Background: an optimization exercise with open tools, aiming at small area, a short achievable clock period and few clock cycles. Do not read the settings as production practice. Power figures rest on the tool's default switching activity, not on a simulated workload.

// phpb_serial
module phpb_serial (
    input  wire        clk,
    input  wire        rst,             
    input  wire        cfg_guard_en,    
    input  wire [16:0] cfg_max_len,     
    input  wire        cfg_drop_zero,   
    input  wire        rx_in_valid,
    output wire        rx_in_ready,
    input  wire [7:0]  rx_in_data,
    input  wire        rx_in_last,      
    output wire        rx_out_valid,
    input  wire        rx_out_ready,
    output wire [7:0]  rx_out_data,
    output wire        rx_out_sop,
    output wire        rx_out_eop,
    output wire [47:0] rx_out_hdr,      
    output wire [16:0] rx_out_tlen,     
    input  wire        tx_in_valid,
    output wire        tx_in_ready,
    input  wire [7:0]  tx_in_data,
    output wire        tx_out_valid,
    input  wire        tx_out_ready,
    output wire [7:0]  tx_out_data,
    output reg  [15:0] cnt_rx_pkt,
    output reg  [15:0] cnt_malformed,
    output reg  [15:0] cnt_zero_drop
);
For scale: about 920 cells after synthesis, about 200 flip-flops, about 180 I/O pins.
export LEC_CHECK = 0
export CAP_MARGIN = 20
export CORE_MARGIN = 2
export CORE_UTILIZATION = 40
export SETUP_SLACK_MARGIN = 3.5
export SLEW_MARGIN = 20
create_clock -name core_clock -period 6.0 [get_ports {clk}]
standard.sh (not shown) runs the stock make flow with config.mk's settings and CLKGATE_MAP_FILE= SYNTH_SCRIPT=/design/flow/synth_recipe.tcl, a recipe that flattens the netlist after the stock synthesis.
==> flow/flow/run.sh <==
#!/bin/bash
# Standard layout, with the port buffers made from buf_2 cells instead of the
# resizer's default choice. Full tool output goes to flow_standard.log.
set -euo pipefail
export BUFFER_PORTS_ARGS="-buffer_cell sky130_fd_sc_hd__buf_2"
bash standard.sh > flow_standard.log 2>&1
Rerun with:
--- a/flow/design.v
+++ b/flow/design.v
@@ -66,25 +66,18 @@
     wire tlast  = ib_l && !split;
     wire [8:0] tdata_p1 = {1'b0, tdata} + 9'd1;
     wire tgt_lo = split ? (m_lo != 8'hFF) : ib_gt;
     wire too_long = tl_a || (tl_b && tgt_lo);
     wire [4:0] tsel = tt & ~{1'b0, tt[4:1]};
     wire [7:0] top_byte = ({8{tsel[0]}} & sr[7:0])   | ({8{tsel[1]}} & sr[15:8])  |
                           ({8{tsel[2]}} & sr[23:16]) | ({8{tsel[3]}} & sr[31:24]) |
                           ({8{tsel[4]}} & sr[39:32]);
     wire [16:0] tlen_new = {1'b0, sr[7:0], tdata} + 17'd7;
-    reg  [16:0] rflip;
-    integer ri;
-    always @(*) begin
-        rflip[0] = 1'b1;
-        for (ri = 1; ri < 17; ri = ri + 1)
-            rflip[ri] = rflip[ri-1] && !remain[ri-1];
-    end
     wire hc5   = (hc == 3'd5);
     wire ofree = !ov || rx_out_ready;
     wire room = !tt[4] || (ofree && ct[0]);
     wire acc = ib_v && (absorb || disc ||
                         (hdr  && (hc5 ? (!ct[0] && ofree) : room)) ||
                         (body && (drop || ofree || (!tt[4] && !osop))));
     wire tok      = acc && !absorb;             
     wire push     = tok && (hdr || (body && !drop));
     wire complete = tok && hdr && hc5;
@@ -120,42 +113,43 @@
                 ib_00 <= i2_00;
                 ib_gt <= i2_gt;
             end else if (take) begin
                 ib_d  <= rx_in_data;
                 ib_l  <= rx_in_last;
                 ib_ff <= in_ff;
                 ib_00 <= in_00;
                 ib_gt <= in_gt;
             end
-        end
-        if (!i2_v) begin
+        end else if (take) begin
             i2_d  <= rx_in_data;
             i2_l  <= rx_in_last;
             i2_ff <= in_ff;
             i2_00 <= in_00;
             i2_gt <= in_gt;
         end
         if (push)
             sr <= {sr[31:0], tdata};
         if (tok && hdr) begin
             if (hc == 3'd0) zf <= cfg_drop_zero && (tdata == 8'h00);
             if (hc == 3'd4) begin
                 tl_a <= g_always || (!g_never && (bw ? ({1'b0, tdata} >= cfg_max_len[16:8])
                                                      : ({1'b0, tdata} >  cfg_max_len[16:8])));
                 tl_b <= !g_always && !g_never && (bw ? (tdata_p1 == cfg_max_len[16:8])
                                                      : ({1'b0, tdata} == cfg_max_len[16:8]));
             end
         end
-        remain <= complete ? tlen_new : (remain ^ ({17{btok}} & rflip));
-        if (complete)
-            rend <= (sr[7:0] == 8'h00) && (tdata == 8'h00);
-        else if (btok)
-            rend <= (remain == 17'd8);
+        if (complete) begin
+            remain <= tlen_new;
+            rend   <= (sr[7:0] == 8'h00) && (tdata == 8'h00);
+        end else if (btok) begin
+            remain <= remain - 17'd1;
+            rend   <= (remain == 17'd8);
+        end
         if (load) begin
             od   <= top_byte;
             osop <= hdr_ok;
             oeop <= !body && ct[0] && !ct[1];
         end
         if (rst) begin
             rdy      <= 1'b1;
             ib_v     <= 1'b0;
             i2_v     <= 1'b0;
@@ -233,20 +227,20 @@
                 tod <= {8{tpb}};
             end else if (sv) begin
                 tod <= sd_sp ? 8'hFF : sd;
                 tpb <= sd[0];
             end else if (ttake) begin
                 tod <= in_sp ? 8'hFF : tx_in_data;
                 tpb <= tx_in_data[0];
             end
         end
-        if (!sv)
-            sd <= tx_in_data;     
+        if (ttake && !tdirect)
+            sd <= tx_in_data;
         if (rst) begin
             trdy <= 1'b1;
             tov  <= 1'b0;
             tpv  <= 1'b0;
             sv   <= 1'b0;
         end else begin
             if (tofree) begin
                 if (tpv) begin
                     tov <= 1'b1;
After rerunning: The changed run finished with timing, DRC and antenna clean; design area grows by a few percent; worst hold slack improves by 0.0077 ns; global-route usage goes up by 0.37 points; via count is higher by a few percent; wire length climbs by a few percent; register-to-register slack improves by 0.02 ns; die area rises by a few percent.
Function was not checked in any run of this note: the RTL went through the layout flow alone.

The RTL this note starts from:
==> flow/design.v <==
module phpb_serial (
    input  wire        clk,
    input  wire        rst,             
    input  wire        cfg_guard_en,    
    input  wire [16:0] cfg_max_len,     
    input  wire        cfg_drop_zero,   
    input  wire        rx_in_valid,
    output wire        rx_in_ready,
    input  wire [7:0]  rx_in_data,
    input  wire        rx_in_last,      
    output wire        rx_out_valid,
    input  wire        rx_out_ready,
    output wire [7:0]  rx_out_data,
    output wire        rx_out_sop,
    output wire        rx_out_eop,
    output wire [47:0] rx_out_hdr,      
    output wire [16:0] rx_out_tlen,     
    input  wire        tx_in_valid,
    output wire        tx_in_ready,
    input  wire [7:0]  tx_in_data,
    output wire        tx_out_valid,
    input  wire        tx_out_ready,
    output wire [7:0]  tx_out_data,
    output reg  [15:0] cnt_rx_pkt,
    output reg  [15:0] cnt_malformed,
    output reg  [15:0] cnt_zero_drop
);
    wire       bw       = (cfg_max_len[7:0] < 8'd7);
    wire       g_never  = !cfg_guard_en || (cfg_max_len >= 17'd65542);   
    wire       g_always = cfg_guard_en && (cfg_max_len < 17'd7);         
    reg       rdy;
    reg       ib_v, i2_v;
    reg [7:0] ib_d, i2_d;
    reg       ib_l, i2_l;
    reg       ib_ff, i2_ff;
    reg       ib_00, i2_00;
    reg       ib_gt, i2_gt;     
    wire take  = rx_in_valid && rdy;
    wire in_ff = (rx_in_data == 8'hFF);
    wire in_00 = (rx_in_data == 8'h00);
    wire in_gt = ({1'b0, rx_in_data} + 9'd7 > {bw, cfg_max_len[7:0]});
    assign rx_in_ready = rdy;
    reg        pend;        
    reg        body;        
    reg        disc;        
    reg        drop;        
    reg [2:0]  hc;          
    reg [4:0]  tt;          
    reg [4:0]  ct;          
    reg [39:0] sr;          
    reg        tl_a, tl_b;  
    reg        zf;          
    reg [16:0] remain;      
    reg        rend;        
    reg        ov, osop, oeop;
    reg [7:0]  od;
    reg        ev_pkt, ev_mal, ev_zero;
    wire hdr = !body && !disc;
    wire other  = !ib_ff && !ib_00;
    wire absorb = !pend && ib_ff;           
    wire split  = pend && other;            
    wire [7:0] tdata = pend ? {8{!ib_00}} : ib_d;
    wire tlast  = ib_l && !split;
    wire tgt_lo = split ? (9'd262 > {bw, cfg_max_len[7:0]}) : ib_gt;    
    wire too_long = tl_a || (tl_b && tgt_lo);
    wire [4:0] tsel = tt & ~{1'b0, tt[4:1]};
    wire [7:0] top_byte = ({8{tsel[0]}} & sr[7:0])   | ({8{tsel[1]}} & sr[15:8])  |
                          ({8{tsel[2]}} & sr[23:16]) | ({8{tsel[3]}} & sr[31:24]) |
                          ({8{tsel[4]}} & sr[39:32]);
    wire [16:0] tlen_new = {1'b0, sr[7:0], tdata} + 17'd7;
    wire hc5   = (hc == 3'd5);
    wire ofree = !ov || rx_out_ready;
    wire room = !tt[4] || (ofree && ct[0]);
    wire acc = ib_v && (absorb || disc ||
                        (hdr  && (hc5 ? (!ct[0] && ofree) : room)) ||
                        (body && (drop || ofree || (!tt[4] && !osop))));
    wire tok      = acc && !absorb;             
    wire push     = tok && (hdr || (body && !drop));
    wire complete = tok && hdr && hc5;
    wire zdrop    = zf;
    wire hdr_ok   = complete && !too_long && !zdrop;
    wire hdr_bad  = complete && too_long;
    wire btok     = tok && body;
    wire body_end = btok && rend;
    wire cons     = acc && !split;
    wire load     = ofree && (ct[0] || hdr_ok);
    wire bpush    = push && body;
    wire       n_pend = acc ? absorb : pend;
    wire       n_body = complete ? !too_long : (body && !body_end);
    wire       n_disc = complete ? (too_long && !tlast) : (disc && !(acc && tlast));
    wire       n_drop = complete ? zdrop : drop;
    wire [2:0] n_hc   = complete ? 3'd0 : ((tok && hdr) ? hc + 3'd1 : hc);
    wire       n_ov   = load || (ov && !rx_out_ready);
    wire [4:0] n_tt   = (complete && !hdr_ok) ? 5'd0 :
                        (push && !load)      ? {tt[3:0], 1'b1} :
                        (load && !push)      ? {1'b0, tt[4:1]} : tt;
    wire [4:0] n_ct   = hdr_ok              ? 5'b11111 :
                        (bpush && !load)     ? {ct[3:0], 1'b1} :
                        (load && !bpush)     ? {1'b0, ct[4:1]} : ct;
    wire       ib_free = !ib_v || cons;
    wire       n_ibv   = ib_free ? (i2_v || take) : 1'b1;
    wire       n_i2v   = !ib_free && (i2_v || take);
    always @(posedge clk) begin
        if (ib_free) begin
            if (i2_v) begin
                ib_d  <= i2_d;
                ib_l  <= i2_l;
                ib_ff <= i2_ff;
                ib_00 <= i2_00;
                ib_gt <= i2_gt;
            end else if (take) begin
                ib_d  <= rx_in_data;
                ib_l  <= rx_in_last;
                ib_ff <= in_ff;
                ib_00 <= in_00;
                ib_gt <= in_gt;
            end
        end else if (take) begin
            i2_d  <= rx_in_data;
            i2_l  <= rx_in_last;
            i2_ff <= in_ff;
            i2_00 <= in_00;
            i2_gt <= in_gt;
        end
        if (push)
            sr <= {sr[31:0], tdata};
        if (tok && hdr) begin
            if (hc == 3'd0) zf <= cfg_drop_zero && (tdata == 8'h00);
            if (hc == 3'd4) begin
                tl_a <= g_always || (!g_never && ({1'b0, tdata} + {8'd0, bw} > cfg_max_len[16:8]));
                tl_b <= !g_always && !g_never && ({1'b0, tdata} + {8'd0, bw} == cfg_max_len[16:8]);
            end
        end
        if (complete) begin
            remain <= tlen_new;
            rend   <= (sr[7:0] == 8'h00) && (tdata == 8'h00);
        end else if (btok) begin
            remain <= remain - 17'd1;
            rend   <= (remain == 17'd8);
        end
        if (load) begin
            od   <= top_byte;
            osop <= hdr_ok;
            oeop <= !body && ct[0] && !ct[1];
        end
        if (rst) begin
            rdy      <= 1'b1;
            ib_v     <= 1'b0;
            i2_v     <= 1'b0;
            pend     <= 1'b0;
            body     <= 1'b0;
            disc     <= 1'b0;
            drop     <= 1'b0;
            hc       <= 3'd0;
            tt       <= 5'd0;
            ct       <= 5'd0;
            ov       <= 1'b0;
            ev_pkt   <= 1'b0;
            ev_mal   <= 1'b0;
            ev_zero  <= 1'b0;
        end else begin
            rdy      <= !n_i2v;
            ib_v     <= n_ibv;
            i2_v     <= n_i2v;
            pend     <= n_pend;
            body     <= n_body;
            disc     <= n_disc;
            drop     <= n_drop;
            hc       <= n_hc;
            tt       <= n_tt;
            ct       <= n_ct;
            ov       <= n_ov;
            ev_pkt   <= body_end && !drop;
            ev_mal   <= hdr_bad;
            ev_zero  <= body_end && drop;
        end
    end
    always @(posedge clk) begin
        if (rst) begin
            cnt_rx_pkt    <= 16'd0;
            cnt_malformed <= 16'd0;
            cnt_zero_drop <= 16'd0;
        end else begin
            if (ev_pkt && cnt_rx_pkt != 16'hFFFF)
                cnt_rx_pkt <= cnt_rx_pkt + 16'd1;
            if (ev_mal && cnt_malformed != 16'hFFFF)
                cnt_malformed <= cnt_malformed + 16'd1;
            if (ev_zero && cnt_zero_drop != 16'hFFFF)
                cnt_zero_drop <= cnt_zero_drop + 16'd1;
        end
    end
    assign rx_out_valid = ov;
    assign rx_out_data  = od;
    assign rx_out_sop   = osop;
    assign rx_out_eop   = oeop;
    assign rx_out_hdr   = {od, sr};    
    assign rx_out_tlen  = remain;
    reg       trdy;
    reg       tov;
    reg [7:0] tod;
    reg       tpv, tpb;
    reg       sv;
    reg [7:0] sd;
    wire ttake  = tx_in_valid && trdy;
    wire tofree = !tov || tx_out_ready;
    wire in_sp  = (tx_in_data == 8'hFF) || (tx_in_data == 8'h00);
    wire sd_sp  = (sd == 8'hFF) || (sd == 8'h00);
    wire tdirect = tofree && !tpv && !sv;
    reg  n_sv;
    always @(*) begin
        n_sv = sv;
        if (tofree && !tpv && sv)
            n_sv = 1'b0;
        if (ttake && !tdirect)
            n_sv = 1'b1;
    end
    assign tx_in_ready = trdy;
    always @(posedge clk) begin
        if (tofree) begin
            if (tpv) begin
                tod <= {8{tpb}};
            end else if (sv) begin
                tod <= sd_sp ? 8'hFF : sd;
                tpb <= sd[0];
            end else if (ttake) begin
                tod <= in_sp ? 8'hFF : tx_in_data;
                tpb <= tx_in_data[0];
            end
        end
        if (ttake && !tdirect)
            sd <= tx_in_data;
        if (rst) begin
            trdy <= 1'b1;
            tov  <= 1'b0;
            tpv  <= 1'b0;
            sv   <= 1'b0;
        end else begin
            if (tofree) begin
                if (tpv) begin
                    tov <= 1'b1;
                    tpv <= 1'b0;
                end else if (sv) begin
                    tov <= 1'b1;
                    tpv <= sd_sp;
                end else if (ttake) begin
                    tov <= 1'b1;
                    tpv <= in_sp;
                end else begin
                    tov <= 1'b0;
                end
            end
            sv   <= n_sv;
            trdy <= !n_sv;
        end
    end
    assign tx_out_valid = tov;
    assign tx_out_data  = tod;
endmodule
==> flow/config.mk <==
export PLATFORM = sky130hd
export DESIGN_NAME = phpb_serial
export DESIGN_NICKNAME = phpb_serial
export VERILOG_FILES = /design/flow/design.v
export SDC_FILE = /design/flow/constraint.sdc
export NUM_CORES = 4
export LEC_CHECK = 0
export CAP_MARGIN = 20
export CORE_MARGIN = 2
export CORE_UTILIZATION = 40
export SETUP_SLACK_MARGIN = 3.5
export SLEW_MARGIN = 20
==> flow/constraint.sdc <==
create_clock -name core_clock -period 6.0 [get_ports {clk}]
set_input_delay 1.2000 -clock core_clock [delete_from_list [all_inputs] [get_ports {clk}]]
set_output_delay 1.2000 -clock core_clock [all_outputs]
set_load 0.01 [all_outputs]
Scripts as last shown in full above: flow/flow/run.sh
Next try:
--- a/flow/design.v
+++ b/flow/design.v
@@ -25,8 +25,11 @@
     output reg  [15:0] cnt_malformed,
     output reg  [15:0] cnt_zero_drop
 );
     wire       bw       = (cfg_max_len[7:0] < 8'd7);
+    reg  [7:0] m_lo;        
+    always @(posedge clk)
+        m_lo <= cfg_max_len[7:0] - 8'd7;
     wire       g_never  = !cfg_guard_en || (cfg_max_len >= 17'd65542);   
     wire       g_always = cfg_guard_en && (cfg_max_len < 17'd7);         
     reg       rdy;
     reg       ib_v, i2_v;
@@ -37,9 +40,9 @@
     reg       ib_gt, i2_gt;     
     wire take  = rx_in_valid && rdy;
     wire in_ff = (rx_in_data == 8'hFF);
     wire in_00 = (rx_in_data == 8'h00);
-    wire in_gt = ({1'b0, rx_in_data} + 9'd7 > {bw, cfg_max_len[7:0]});
+    wire in_gt = (rx_in_data > m_lo);
     assign rx_in_ready = rdy;
     reg        pend;        
     reg        body;        
     reg        disc;        
@@ -60,21 +63,30 @@
     wire absorb = !pend && ib_ff;           
     wire split  = pend && other;            
     wire [7:0] tdata = pend ? {8{!ib_00}} : ib_d;
     wire tlast  = ib_l && !split;
-    wire tgt_lo = split ? (9'd262 > {bw, cfg_max_len[7:0]}) : ib_gt;    
+    wire [8:0] tdata_p1 = {1'b0, tdata} + 9'd1;
+    wire tgt_lo = split ? (m_lo != 8'hFF) : ib_gt;
     wire too_long = tl_a || (tl_b && tgt_lo);
     wire [4:0] tsel = tt & ~{1'b0, tt[4:1]};
     wire [7:0] top_byte = ({8{tsel[0]}} & sr[7:0])   | ({8{tsel[1]}} & sr[15:8])  |
                           ({8{tsel[2]}} & sr[23:16]) | ({8{tsel[3]}} & sr[31:24]) |
                           ({8{tsel[4]}} & sr[39:32]);
     wire [16:0] tlen_new = {1'b0, sr[7:0], tdata} + 17'd7;
+    reg  [16:0] rflip;
+    integer ri;
+    always @(*) begin
+        rflip[0] = 1'b1;
+        for (ri = 1; ri < 17; ri = ri + 1)
+            rflip[ri] = rflip[ri-1] && !remain[ri-1];
+    end
     wire hc5   = (hc == 3'd5);
     wire ofree = !ov || rx_out_ready;
-    wire room = !tt[4] || (ofree && ct[0]);
-    wire acc = ib_v && (absorb || disc ||
-                        (hdr  && (hc5 ? (!ct[0] && ofree) : room)) ||
-                        (body && (drop || ofree || (!tt[4] && !osop))));
+    wire acc0 = ib_v && (absorb || disc ||
+                         (hdr  && (hc5 ? (!ct[0] && !ov) : (!tt[4] || (!ov && ct[0])))) ||
+                         (body && (drop || !ov || (!tt[4] && !osop))));
+    wire acc1 = ib_v && !absorb && ((hdr && (hc5 ? !ct[0] : ct[0])) || body);
+    wire acc  = acc0 || (rx_out_ready && acc1);
     wire tok      = acc && !absorb;             
     wire push     = tok && (hdr || (body && !drop));
     wire complete = tok && hdr && hc5;
     wire zdrop    = zf;
@@ -114,9 +126,10 @@
                 ib_ff <= in_ff;
                 ib_00 <= in_00;
                 ib_gt <= in_gt;
             end
-        end else if (take) begin
+        end
+        if (!i2_v) begin
             i2_d  <= rx_in_data;
             i2_l  <= rx_in_last;
             i2_ff <= in_ff;
             i2_00 <= in_00;
@@ -126,19 +139,19 @@
             sr <= {sr[31:0], tdata};
         if (tok && hdr) begin
             if (hc == 3'd0) zf <= cfg_drop_zero && (tdata == 8'h00);
             if (hc == 3'd4) begin
-                tl_a <= g_always || (!g_never && ({1'b0, tdata} + {8'd0, bw} > cfg_max_len[16:8]));
-                tl_b <= !g_always && !g_never && ({1'b0, tdata} + {8'd0, bw} == cfg_max_len[16:8]);
-            end
-        end
-        if (complete) begin
-            remain <= tlen_new;
-            rend   <= (sr[7:0] == 8'h00) && (tdata == 8'h00);
-        end else if (btok) begin
-            remain <= remain - 17'd1;
-            rend   <= (remain == 17'd8);
-        end
+                tl_a <= g_always || (!g_never && (bw ? ({1'b0, tdata} >= cfg_max_len[16:8])
+                                                     : ({1'b0, tdata} >  cfg_max_len[16:8])));
+                tl_b <= !g_always && !g_never && (bw ? (tdata_p1 == cfg_max_len[16:8])
+                                                     : ({1'b0, tdata} == cfg_max_len[16:8]));
+            end
+        end
+        remain <= complete ? tlen_new : (remain ^ ({17{btok}} & rflip));
+        if (complete)
+            rend <= (sr[7:0] == 8'h00) && (tdata == 8'h00);
+        else if (btok)
+            rend <= (remain == 17'd8);
         if (load) begin
             od   <= top_byte;
             osop <= hdr_ok;
             oeop <= !body && ct[0] && !ct[1];
What happened: Via count shrinks by 3.3%; hold slack stays flat; sequential share of layout area grows by 1.6 points; combinational power shrinks by about 5%; routed wire length shrinks by 3.4%; clock power barely changes; setup slack gets better by 0.57 ns; maximum frequency grows by 23%; power grows by 1.3%; sequential power grows by about 4%; global-route usage shrinks by 0.29 points; clock skew is about the same; flip-flop and latch count grows by 8; die area shrinks by 2.3%.
No run of this note included a check of the RTL's function; only the layout flow was run.

## port drivers added, routing unchanged
In the flow no input, the clock included, has a driving cell. The finished layouts below were timed again as built, in two steps.
Step 1: set_driving_cell puts a clkbuf_16 on clk and a buf_2 on each other input, an assumption about the parent block.
Step 2 adds t to the input delays and takes it off the output delays; t is the mean of the earliest and latest rising clock arrival at the registers after step 1. Input paths then give back, and output paths get back, about the clock's delay inside the block.
Three values: no drivers, after step 1, after step 2; two values: the first two.
| run | shift t [ns] | setup WS [ns] | worst register clock-pin slew, ns | worst slew at a driven data input, ns | cell pins on the clock port's net |
|---|---|---|---|---|---|
| the first run of note 1 | 0.470 | 3.356 / 3.345 / 2.875 | 0.08 / 0.08 | 0.07 | 1 |
| the second run of note 1 | 0.467 | 3.259 / 3.241 / 2.775 | 0.08 / 0.08 | 0.08 | 1 |
| the first run of note 2 | 0.471 | 2.893 / 2.903 / 2.432 | 0.09 / 0.09 | 0.09 | 1 |
| the second run of note 2 | 0.474 | 3.465 / 3.491 / 3.017 | 0.09 / 0.09 | 0.06 | 1 |
After both steps every run listed still meets setup and hold. For the second run of note 1, which loses most, drivers alone change the setup slack by -0.018 ns; drivers and shift together by -0.484 ns.
